This is an optimization exercise on Yosys and OpenROAD, whose aim is small area, not a production implementation. Function was checked by simulation only, so behaviour that the tests miss may differ from the original. No activity file was given, so power comes from the tool's default toggle rates.

==> flow/design.v <==
module stpm3x_crc8 (
    input  wire [31:0] data,
    output reg  [7:0]  crc
);
    integer i;
    reg [7:0] acc;
    always @* begin
        acc = 8'h00;
        for (i = 31; i >= 0; i = i - 1) begin
            if (data[i] ^ acc[7])
                acc = {acc[6:0], 1'b0} ^ 8'h07;
            else
                acc = {acc[6:0], 1'b0};
        end
        crc = acc;
    end
endmodule
module stpm3x_frame_codec (
    input  wire [2:0]  op,
    input  wire [7:0]  a,
    input  wire [39:0] d,
    output reg  [79:0] result
);
    localparam OP_CRC8 = 3'd1;
    localparam OP_ENCW = 3'd2;
    localparam OP_ENCR = 3'd3;
    localparam OP_DEC  = 3'd4;
    localparam OP_CHK  = 3'd5;
    wire [7:0] crc_op;
    stpm3x_crc8 u_crc_op (.data(d[39:8]), .crc(crc_op));
    wire [31:0] encw_body = {8'hFF, a, d[7:0], d[15:8]};
    wire [7:0]  encw_crc;
    stpm3x_crc8 u_crc_encw (.data(encw_body), .crc(encw_crc));
    wire [31:0] encr_body = {a, 24'hFFFFFF};
    wire [7:0]  encr_crc;
    stpm3x_crc8 u_crc_encr (.data(encr_body), .crc(encr_crc));
    wire [7:0] chk_crc;
    stpm3x_crc8 u_crc_chk (.data(d[39:8]), .crc(chk_crc));
    always @* begin
        result = 80'd0;
        case (op)
            OP_CRC8: result[7:0]  = crc_op;
            OP_ENCW: result[39:0] = {encw_body, encw_crc};
            OP_ENCR: result       = {encr_body, encr_crc, 40'hFFFFFFFFDE};
            OP_DEC:  result[31:0] = {d[15:8], d[23:16], d[31:24], d[39:32]};
            OP_CHK:  result[0]    = (chk_crc == d[7:0]);
            default: result       = 80'd0;
        endcase
    end
endmodule
module stpm3x_link (
    input  wire        clk,
    input  wire        rst,
    input  wire [7:0]  t_min,         
    input  wire        cmd_valid,
    output wire        cmd_ready,
    input  wire [2:0]  cmd_op,
    input  wire [7:0]  cmd_addr,
    input  wire [39:0] cmd_data,
    output wire        rsp_valid,
    output wire [2:0]  rsp_code,
    output wire [79:0] rsp_data,
    output wire [1:0]  rsp_crc_err,   
    output reg         arb_req,
    input  wire        arb_ack,
    input  wire        arb_gnt,
    output reg         bus_held,
    output reg         spi_cs_n,
    output reg         spi_sclk,
    output wire        spi_mosi,
    input  wire        spi_miso
);
    localparam [3:0] ST_IDLE  = 4'd0,
                     ST_COMP  = 4'd1,    
                     ST_REQ   = 4'd2,    
                     ST_DLYCS = 4'd3,    
                     ST_FRAME = 4'd4,    
                     ST_DLYE  = 4'd5,    
                     ST_CSHI  = 4'd6,    
                     ST_GAP   = 4'd7,    
                     ST_FINAL = 4'd8,    
                     ST_CLOSE = 4'd9,    
                     ST_RES   = 4'd10;   
    localparam [2:0] D_ZERO = 3'd0, D_ONE = 3'd1, D_S39 = 3'd2, D_S31 = 3'd3,
                     D_S23  = 3'd4, D_S15 = 3'd5, D_C7 = 3'd6, D_DE = 3'd7;
    reg  [3:0]  st;
    reg  [2:0]  op;
    reg  [7:0]  cnt;
    reg         fr;        
    reg         err;       
    reg         eaddr;     
    reg         e0, e1;    
    reg  [39:0] S;
    reg  [7:0]  C;
    wire [2:0] bi = cnt[5:3];    
    wire [2:0] ki = cnt[2:0];    
    wire s_idle  = (st == ST_IDLE);
    wire s_comp  = (st == ST_COMP);
    wire s_frame = (st == ST_FRAME);
    wire s_final = (st == ST_FINAL);
    wire s_res   = (st == ST_RES);
    wire is_rd   = op[0];
    wire cnt_t   = (cnt == t_min);
    wire cnt_39  = (cnt[5:0] == 6'd39);
    reg        fullrot;    
    reg        ash, bsh;   
    reg        ain_one;    
    reg        bin_c7;     
    reg        c_lfsr, c_shift;
    reg        rx;         
    reg  [2:0] dsel;
    reg        force1;
    always @* begin
        fullrot = 1'b0; ash = 1'b0; bsh = 1'b0; ain_one = 1'b0; bin_c7 = 1'b0;
        c_lfsr = 1'b0; c_shift = 1'b0; rx = 1'b0; dsel = D_ZERO; force1 = 1'b0;
        if ((s_comp && op == 3'd2) || (s_frame && !is_rd)) begin
            case (bi)
                3'd0: begin c_lfsr = 1'b1; dsel = D_ONE; end
                3'd1: begin fullrot = 1'b1; c_lfsr = 1'b1; dsel = fr ? D_S23 : D_S39;
                            force1 = fr && (ki == 3'd7); end
                3'd2: begin fullrot = 1'b1; c_lfsr = 1'b1; dsel = D_S15; end
                3'd3: begin fullrot = 1'b1; c_lfsr = 1'b1; dsel = D_S31; end
                default: begin c_shift = s_frame; dsel = D_C7; end
            endcase
        end else if (s_comp && op[1:0] == 2'b11) begin
            case (bi)
                3'd0: begin fullrot = 1'b1; c_lfsr = 1'b1; dsel = D_S39; end
                3'd1, 3'd2, 3'd3: begin ash = 1'b1; ain_one = 1'b1; c_lfsr = 1'b1; dsel = D_ONE; end
                default: begin bsh = 1'b1; bin_c7 = 1'b1; c_shift = 1'b1; dsel = D_DE; end
            endcase
        end else if (s_comp && op == 3'd1) begin
            if (bi != 3'd4) begin fullrot = 1'b1; c_lfsr = 1'b1; dsel = D_S39; end
        end else if (s_comp && op == 3'd5) begin
            fullrot = 1'b1; c_lfsr = 1'b1; dsel = D_S39;
        end else if (s_comp && op == 3'd4) begin
            if (bi == 3'd0) begin fullrot = 1'b1; c_shift = 1'b1; dsel = D_S39; end
        end else if (s_frame) begin
            rx = 1'b1; c_lfsr = 1'b1; dsel = D_ONE;
            if (!fr) begin
                case (bi)
                    3'd0: begin bsh = 1'b1; dsel = D_S15; end
                    3'd1: ash = 1'b1;
                    3'd4: begin bsh = 1'b1; dsel = D_S15; end
                    default: ;
                endcase
            end else begin
                case (bi)
                    3'd0, 3'd1: ash = 1'b1;
                    3'd4: dsel = D_DE;
                    default: ;
                endcase
            end
        end else if (s_final) begin
            bsh = 1'b1; c_shift = 1'b1; dsel = D_S15;
        end
    end
    wire step = s_comp || s_final || (s_frame && spi_sclk);
    wire de_bit = !((ki == 3'd2) || (ki == 3'd7));
    reg  dsrc;
    always @* begin
        case (dsel)
            D_ONE:   dsrc = 1'b1;
            D_S39:   dsrc = S[39];
            D_S31:   dsrc = S[31];
            D_S23:   dsrc = S[23];
            D_S15:   dsrc = S[15];
            D_C7:    dsrc = C[7];
            D_DE:    dsrc = de_bit;
            default: dsrc = 1'b0;
        endcase
    end
    wire dbit = dsrc | force1;
    wire cin  = rx ? spi_miso : dbit;
    wire ain  = rx ? spi_miso : (ain_one ? 1'b1 : S[15]);
    wire bin  = rx ? spi_miso : (bin_c7 ? C[7] : S[39]);
    assign spi_mosi = dbit;
    wire load  = (s_idle || s_res) && cmd_valid;
    wire c_clr = load;
    wire cz    = (C == 8'd0);
    wire legal = !S[32] && (S[39:33] != 7'h7F);
    assign cmd_ready = s_comp && (cnt == 8'd0);
    reg [3:0] st_n;
    reg       cnt_clr;
    reg       c_clr2;
    always @* begin
        st_n = st; cnt_clr = 1'b0; c_clr2 = 1'b0;
        case (st)
            ST_IDLE:  if (cmd_valid) begin st_n = ST_COMP; cnt_clr = 1'b1; end
            ST_RES:   if (cmd_valid) begin st_n = ST_COMP; cnt_clr = 1'b1; end
                      else st_n = ST_IDLE;
            ST_COMP: begin
                if (cnt == 8'd0 && op == 3'd0) st_n = ST_RES;
                else if (cnt == 8'd0 && op[2:1] == 2'b11 && !legal) st_n = ST_RES;
                else if (cnt == 8'd0 && op == 3'd6) st_n = ST_REQ;
                else if (cnt_39) st_n = op[2:1] == 2'b11 ? ST_REQ : ST_RES;
            end
            ST_REQ: if (arb_ack) begin
                st_n = arb_gnt ? ST_DLYCS : ST_RES; cnt_clr = 1'b1;
            end
            ST_DLYCS: if (cnt_t) begin st_n = ST_FRAME; cnt_clr = 1'b1; c_clr2 = 1'b1; end
            ST_FRAME: if (spi_sclk && cnt_39) begin
                st_n = is_rd ? (fr ? ST_FINAL : ST_GAP) : ST_DLYE; cnt_clr = 1'b1;
            end
            ST_GAP:   if (cnt_t) begin st_n = ST_FRAME; cnt_clr = 1'b1; c_clr2 = 1'b1; end
            ST_FINAL: if (cnt[2:0] == 3'd7) begin st_n = ST_DLYE; cnt_clr = 1'b1; end
            ST_DLYE:  if (cnt_t) begin st_n = (!is_rd && !fr) ? ST_CSHI : ST_CLOSE; cnt_clr = 1'b1; end
            ST_CSHI:  if (cnt_t) begin st_n = ST_FRAME; cnt_clr = 1'b1; c_clr2 = 1'b1; end
            ST_CLOSE: st_n = ST_RES;
            default:  st_n = ST_IDLE;
        endcase
    end
    always @(posedge clk) begin
        if (rst) begin
            st       <= ST_IDLE;
            arb_req  <= 1'b0;
            bus_held <= 1'b0;
            spi_cs_n <= 1'b1;
            spi_sclk <= 1'b0;
        end else begin
            st <= st_n;
            if (s_comp && st_n == ST_REQ) arb_req <= 1'b1;
            if (st == ST_REQ && arb_ack) begin
                arb_req <= 1'b0;
                if (arb_gnt) bus_held <= 1'b1;
            end
            if ((st == ST_DLYCS || st == ST_CSHI) && cnt_t) spi_cs_n <= 1'b0;
            if (st == ST_DLYE && cnt_t) spi_cs_n <= 1'b1;
            if (st == ST_CLOSE) bus_held <= 1'b0;
            if (s_frame) spi_sclk <= !spi_sclk;
        end
    end
    always @(posedge clk) begin
        if (cnt_clr)
            cnt <= 8'd0;
        else if (step || !s_frame)
            cnt <= cnt + 8'd1;
        if (load) begin
            op  <= cmd_op;
            fr  <= 1'b0;
            err <= 1'b0;
        end
        if (s_comp && cnt == 8'd0 && op[2:1] == 2'b11 && !legal) begin
            err <= 1'b1; eaddr <= 1'b1;
        end
        if (st == ST_REQ && arb_ack && !arb_gnt) begin
            err <= 1'b1; eaddr <= 1'b0;
        end
        if ((st == ST_GAP || st == ST_CSHI) && cnt_t) fr <= 1'b1;
        if (st == ST_GAP && cnt_t) e0 <= !cz;
        if (s_final && cnt[2:0] == 3'd0) e1 <= !cz;
    end
    always @(posedge clk) begin
        if (c_clr || c_clr2)
            C <= 8'd0;
        else if (step && c_lfsr)
            C <= {C[6:0], 1'b0} ^ ({8{cin ^ C[7]}} & 8'h07);
        else if (step && c_shift)
            C <= {C[6:0], cin};
    end
    always @(posedge clk) begin
        if (load) begin
            S[39:32] <= cmd_op[1] ? cmd_addr : cmd_data[39:32];
            S[31:0]  <= cmd_data[31:0];
        end else if (step) begin
            if (fullrot || ash) S[39:16] <= {S[38:16], ain};
            if (fullrot || bsh) S[15:0]  <= {S[14:0], bin};
        end
    end
    assign rsp_valid = s_res;
    assign rsp_code  = err ? (eaddr ? 3'd4 : 3'd3)
                     : (op == 3'd0) ? 3'd5
                     : (op == 3'd6) ? 3'd0
                     : (op == 3'd7) ? 3'd1 : 3'd2;
    assign rsp_data  = {S[15:8], 24'hFFFFFF, S[7:0], 8'hFF,
                        S[23:16], S[31:24], S[39:32],
                        C[7:1], (op == 3'd5) ? cz : C[0]};
    assign rsp_crc_err = {e1, e0};
endmodule
==> flow/run.sh <==
#!/bin/bash
# synth_recipe.tcl (not shown) runs the flow's synth.tcl, then flattens the netlist and writes it again
# the make line also repeats each setting of config.mk as NAME=value (left out here)
make -C /OpenROAD-flow-scripts/flow DESIGN_CONFIG=/design/flow/config.mk WORK_HOME=/design/flow/orfs CLKGATE_MAP_FILE= SYNTH_SCRIPT=/design/flow/synth_recipe.tcl finish
==> flow/config.mk <==
export PLATFORM = sky130hd
export DESIGN_NAME = stpm3x_link
export DESIGN_NICKNAME = stpm3x_link
export VERILOG_FILES = /design/flow/design.v
export SDC_FILE = /design/flow/constraint.sdc
export NUM_CORES = 4
export LEC_CHECK = 0
export ABC_AREA = 1
export CAP_MARGIN = 20
export CORE_MARGIN = 2
export CORE_UTILIZATION = 40
export CTS_BUF_LIST = sky130_fd_sc_hd__clkbuf_4
export SLEW_MARGIN = 20
==> flow/constraint.sdc <==
create_clock -name core_clock -period 8.0 [get_ports {clk}]
set_input_delay 1.6000 -clock core_clock [delete_from_list [all_inputs] [get_ports {clk}]]
set_output_delay 1.6000 -clock core_clock [all_outputs]
set_load 0.01 [all_outputs]
==> run notes, run 1 <==
fmax=233 MHz; TNS Setup=0 ns; largest net degree at the start of global routing=47; Setup crit start=cnt[5]; sequential-to-total area share from yosys stat=0.417; initial antenna violation count=0; startpoint types=flop; startpoint of the worst hold path=spi_cs_n; DR vias=4256; Worst Path Buf+Inv=2; worst hold path class=reg -> reg; Pins Over Slew Limit=0; leak pwr=2.51 nW; post-CTS resize count=0; post-DP HPWL=9480 um; Int Pwr=1.04 mW; Top Family by Delay on Critical Path=simple AND/OR/NAND/NOR gates; first-pass GRT wire length=20200 um; fillcell total=1121; dpl ws=4.21 ns; switching part of the total power=0.411; clk slew on worst S/H paths=0.12 ns; CTS buffer count=9; Logic pwr share=0.495; Crit Path Max Fanout=10; Sw Pwr=727 uW; Mapped Area=4540 um^2; Finished Layout Cells=869; Placed Cells=853; CTS tree=yes; CTS Hold Bufs=0; # rows=38; Crit. End Element=output port; starting density of the core=0.414; share of layout cells above drive strength 1=0.0713; share of power burned in registers=0.393; warnings from Yosys=1; vias in the first global route=4150; Slew headroom=0.610; Final Core Density=0.531; commonest non-fill, non-tap cells in the layout=190 x nand2_1, 124 x clkdlybuf4s50_1, 58 x inv_1; placed cell area=5730 um^2; status=no timing/DRC/antenna violations; r2r startpoint=st[1]; Mapped Cells=611; max cap viols=0; fin crit period=4.28 ns; Worst path slowest cell=dfxtp_1; ordered cell list for the critical path=inv_1, nand2_1, nand3_1, nand2_1, nand2_2, nand2_4, nand2_1, nand3_1, nand2_1, nand2_1, nand2_1, nand2_2, clkdlybuf4s50_1; root buf cell=clkbuf_4; initial DRC count=272; Power Density=303 nW/um^2; Final Wtd Congestion=0.919; Worst path max stage delay=0.62 ns; setup violators final=0; post-synthesis cell type count=43; Top FF cell, synth=edfxtp_1; Worst-Skew Late Latency=0.44 ns; final net count=793; routed length per instance=14.1 um; post-route cell area=5840 um^2; Clk network pwr share=0.112; Avg Inst Size Synth=7.43 um^2; DIE WIDTH=111 um; core area=11000 um^2; IR Drop Worst-Case VDD=0.000152 V; fin worst setup slack=3.72 ns; WP data required=6.40 ns; total congestion overflow=0; area delta synth->final=28.5%; cell repeated most along the worst path=nand2_1; #FFs+latches synth=72; ANT cells=0; asr flop ratio synth=0; Crit Path Category=reg -> out; CTS Buffer Depth=2; RSZ-0062 raised after global routing=false; Final Hold Vio Count=0; Tot GR Track Use=0.201; Pwr Total=1.77 mW; I/O Buffers=124; CTS Sinks=72; Slew @ Worst Pin=0.580 ns; number of synthesized flops with an enable pin=45; via/cell ratio=4.90; Die ar.=12200 um^2; commonest non-fill, non-tap cell in the layout=nand2_1; DRT antenna net count=0; Die Y-Extent=111 um; Post-Route WL=12300 um; CP Data Arrival Time=2.68 ns; Boundary Pins=157; first-pass iteration count of the detailed router=5; DRC=0; Clock Skew=0.0161 ns; fin crit share=0.535; postcts setup bufs=0; WHS=0.476 ns; H-tree depth=3
## kinds of logic after synthesis
logic type	share of synthesized area
compound gates	0.101
xor+xnor	0.0193
fa+ha+maj	0.0110
buf+inv	0.138
flops	0.417
other cells	0.000826
simple gates	0.314
## metal layers
layer  share of wire  up-vias  global-route usage
met2            0.47      181               0.330
met4           0.019        0              0.0733
li1                -     2138                   -
met3           0.082       20              0.0456
met5               0        -                   0
met1            0.43     1917               0.261
## final cells by class
cell class / count / area [um^2] / area share
well taps: 140 / 175 / 0.0300
inverters: 66 / 249 / 0.0427
flip-flops and latches: 72 / 1890 / 0.324
repair buffers: 128 / 1270 / 0.218
clock buffers: 11 / 82.6 / 0.0141
clock inverters: 5 / 25.0 / 0.00429
multi-input cells: 447 / 2140 / 0.367
## state kept, by name, summed over array words and instances, names as in the netlist
name / cells
C: 8
op: 3
cnt: 8
arb_req: 1
e1: 1
spi_cs_n: 1
S: 40
eaddr: 1
err: 1
e0: 1
spi_sclk: 1
bus_held: 1
fr: 1
st: 4
## cells in the mapped netlist, types with 2 or more instances
cell type | number | area (um^2)
nand2_2 | 10 | 62.6
inv_1 | 58 | 218
nand2_1 | 190 | 713
clkbuf_1 | 9 | 33.8
nand3_1 | 27 | 135
nand4_1 | 6 | 37.5
nand2_4 | 7 | 78.8
a21oi_1 | 31 | 155
buf_1 | 3 | 11.3
nor2_2 | 2 | 12.5
dfxtp_1 | 27 | 541
buf_2 | 2 | 10.0
ha_1 | 4 | 50.1
edfxtp_1 | 45 | 1350
nor3_1 | 8 | 40.0
buf_4 | 41 | 308
o211ai_1 | 7 | 52.6
nor3b_1 | 3 | 22.5
nor4_1 | 6 | 37.5
inv_2 | 7 | 26.3
o21ai_0 | 26 | 130
nor2_4 | 3 | 33.8
nor2_1 | 56 | 210
o21ai_1 | 2 | 10.0
a31oi_1 | 3 | 18.8
xor2_1 | 10 | 87.6
a211oi_1 | 2 | 15.0
## path summary, 6_finish.rpt
path | endpoint | slack, ns | depth (start not counted)
hold reg to reg | spi_cs_n | 0.48 | 2
setup reg to reg | S[32] | 5.42 | 9
setup / recovery | spi_mosi | 3.72 | 13
hold / removal | spi_cs_n | 0.48 | 2
## tightest hold or removal path, cell delays in order, from the launching register on
cell and delay, ns:
dfxtp_1 0.35, a21oi_1 0.06, nand2_1 0.05
## power by group through the flow
stage	combinational, mW	clock, mW	sequential [mW]
6_report	0.875	0.198	0.695
5_1_grt	0.979	0.220	0.716
4_1_cts	0.887	0.205	0.697
3_5_place_dp	0.887	0	0.698
3_3_place_gp	0.876	0	0.704
2_1_floorplan	0.470	0	0.721
==> inputs of run 2 (changes only) <==
--- a/flow/config.mk
+++ b/flow/config.mk
@@ -7,3 +7,2 @@
 export LEC_CHECK = 0
-export ABC_AREA = 1
 export CAP_MARGIN = 20
@@ -11,3 +10,2 @@
 export CORE_UTILIZATION = 40
-export CTS_BUF_LIST = sky130_fd_sc_hd__clkbuf_4
 export SLEW_MARGIN = 20
==> run notes, run 2 <==
largest net degree at the start of global routing=55; I/O Buffers=124; # rows=39; Placed Cells=767; Final Hold Vio Count=0; status=no timing/DRC/antenna violations; TNS Setup=0 ns; Clock Skew=0.00954 ns; Regs by FF count=S: 40 flops, C: 8 flops, cnt: 8 flops; top cells by area, synth=edfxtp_1 29%, dfxtp_1 12%, nand2_1 11%, buf_4 6.7%, mux2i_1 3.7%; Worst Path Buf+Inv=1; fin crit share=0.624; most frequent cell after synthesis=nand2_1; clk slew on worst S/H paths=0.06 ns; dpl ws=3.35 ns; Top Family by Delay on Critical Path=compound AO/OA/AOI/OAI gates; Worst path slowest cell=dfxtp_1; DR vias=4038; starting density of the core=0.407; #FFs+latches synth=72; Synth top area share=0.292; post-route cell area=6000 um^2; ANT cells=0; worst hold path class=reg -> reg; CTS Sinks=72; initial DRC count=183; Post-Route WL=12400 um; total congestion overflow=0; first-pass GRT wire length=19900 um; Crit Path Max Fanout=20; warnings from Yosys=1; vias in the first global route=3911; DRC=0; WHS=0.475 ns; fin crit period=4.99 ns; CTS tree=yes; postcts setup bufs=0; post-synthesis cell type count=74; post-CTS resize count=0; Crit Path Category=reg -> out; asr flop ratio synth=0; Finished Layout Cells=783; Mapped Cells=540; CTS Hold Bufs=0; RSZ-0062 raised after global routing=false; Slew @ Worst Pin=1.02 ns; share of layout cells above drive strength 1=0.0547; number of synthesized flops with an enable pin=45; core area=11400 um^2; area delta synth->final=29.7%; WP data required=6.40 ns; number of flip-flops under the largest register name=40; Avg Inst Size Synth=8.56 um^2; leak pwr=2.35 nW; Slew headroom=0.309; final net count=704; via/cell ratio=5.16; Crit. End Element=output port; Power Density=304 nW/um^2; Post-synth top cells=130 x nand2_1, 45 x edfxtp_1, 44 x nor2_1; Worst-Skew Late Latency=0.34 ns; placed cell area=5730 um^2; Final Wtd Congestion=0.911; largest register by flop count=S; Die Y-Extent=112 um; first-pass iteration count of the detailed router=4; max cap viols=0; Worst path max stage delay=0.75 ns; commonest non-fill, non-tap cell in the layout=nand2_1; Tot GR Track Use=0.200; Final Core Density=0.528; setup violators final=0; sequential-to-total area share from yosys stat=0.409; reg2reg setup slack=4.35 ns; commonest non-fill, non-tap cells in the layout=130 x nand2_1, 124 x clkdlybuf4s50_1, 45 x edfxtp_1; Mapped Area=4620 um^2; Die ar.=12400 um^2; Boundary Pins=157; initial antenna violation count=0; fmax=200 MHz; post-DP HPWL=9210 um; routed length per instance=15.8 um; CTS buffer count=9; CTS Buffer Depth=2; DIE WIDTH=112 um; Top FF cell, synth=edfxtp_1; leading area contributor after synthesis=edfxtp_1; fin worst setup slack=3.01 ns; IR Drop Worst-Case VDD=0.000140 V; startpoint types=flop; CP Data Arrival Time=3.39 ns; DRT antenna net count=0; H-tree depth=3; root buf cell=clkbuf_16; Pins Over Slew Limit=0; ordered cell list for the critical path=nor4b_4, o211ai_1, a41oi_2, o2111ai_1, o2bb2ai_1, a22o_4, nand2_1, clkdlybuf4s50_1; Pwr Total=1.82 mW
-- run 2: changes by cell type after synthesis, moves of 8 or more --
cell,previous run,this run
nor2_1,56,44
inv_1,58,9
nor2b_1,0,8
mux2i_1,0,17
nand2_1,190,130
nand2_2,10,0
clkbuf_1,9,22
nand3_1,27,10
xnor2_1,0,15
-- run 2: layout make-up --
cell class,count,area [um^2]
inverters,10,37.5
clock buffers,12,236
flip-flops and latches,72,1890
multi-input cells,416,2370
well taps,143,179
repair buffers,126,1260
clock inverters,4,23.8
fillers,1089,5370
-- run 2: layer usage --
metal / global-route usage / vias up / part of all wire
met5: 0 / - / 0
met4: 0.0905 / 0 / 0.017
met3: 0.0370 / 16 / 0.061
met2: 0.322 / 159 / 0.48
met1: 0.263 / 1855 / 0.44
li1: - / 2008 / -
-- run 2: worst paths after layout --
check | from | endpoint | cells past startpoint
max | st[2] | spi_mosi | 8
min | spi_cs_n | spi_cs_n | 2
min reg2reg | spi_cs_n | spi_cs_n | 2
max reg2reg | st[0] | S[2] | 7
-- run 2: report_power, final --
part	leakage [nW]	internal (mW)	switching [mW]	total [mW]
Sequential	0.644	0.562	0.122	0.684
Combinational	1.57	0.370	0.408	0.778
Clock	0.130	0.209	0.152	0.360
Total	2.35	1.14	0.681	1.82
-- run 2: tightest hold or removal path, cell delays in order, from the launching register on --
cell and delay, ns:
dfxtp_1 0.31, o21ai_0 0.07, nand2_1 0.05
-- run 2: logic make-up after synthesis --
logic type,Yosys count,synth area share
AO/OA/AOI/OAI,101,0.153
XOR/XNOR,19,0.0360
adder cells (fa/ha/maj),4,0.0108
buffers and inverters,83,0.106
flip-flops,72,0.409
multiplexers,20,0.0446
other,1,0.000811
AND/OR/NAND/NOR,240,0.240

## separate check: timing with driven ports
Ports are ideal in the flow. The routed layouts listed here were re-timed in OpenROAD.
Step 1: set_driving_cell puts a clkbuf_16 on clk and a buf_2 on each other input, an assumption about the parent block.
Step 2 also shifts input and output timing later by t, the mid clock arrival at the registers, as if the neighbouring blocks saw the same clock.
a / b / c = ideal / step 1 / step 2; a / b = the first two.
run | shift t [ns] | setup WS [ns] | worst setup path after step 2 | worst slew at a driven data input, ns
run 1 | 0.460 | 3.716 / 3.685 / 4.145 | register to output | 0.05
run 2 | 0.374 | 3.009 / 2.972 / 3.346 | register to output | 0.05
After both steps every run listed still meets setup and hold.
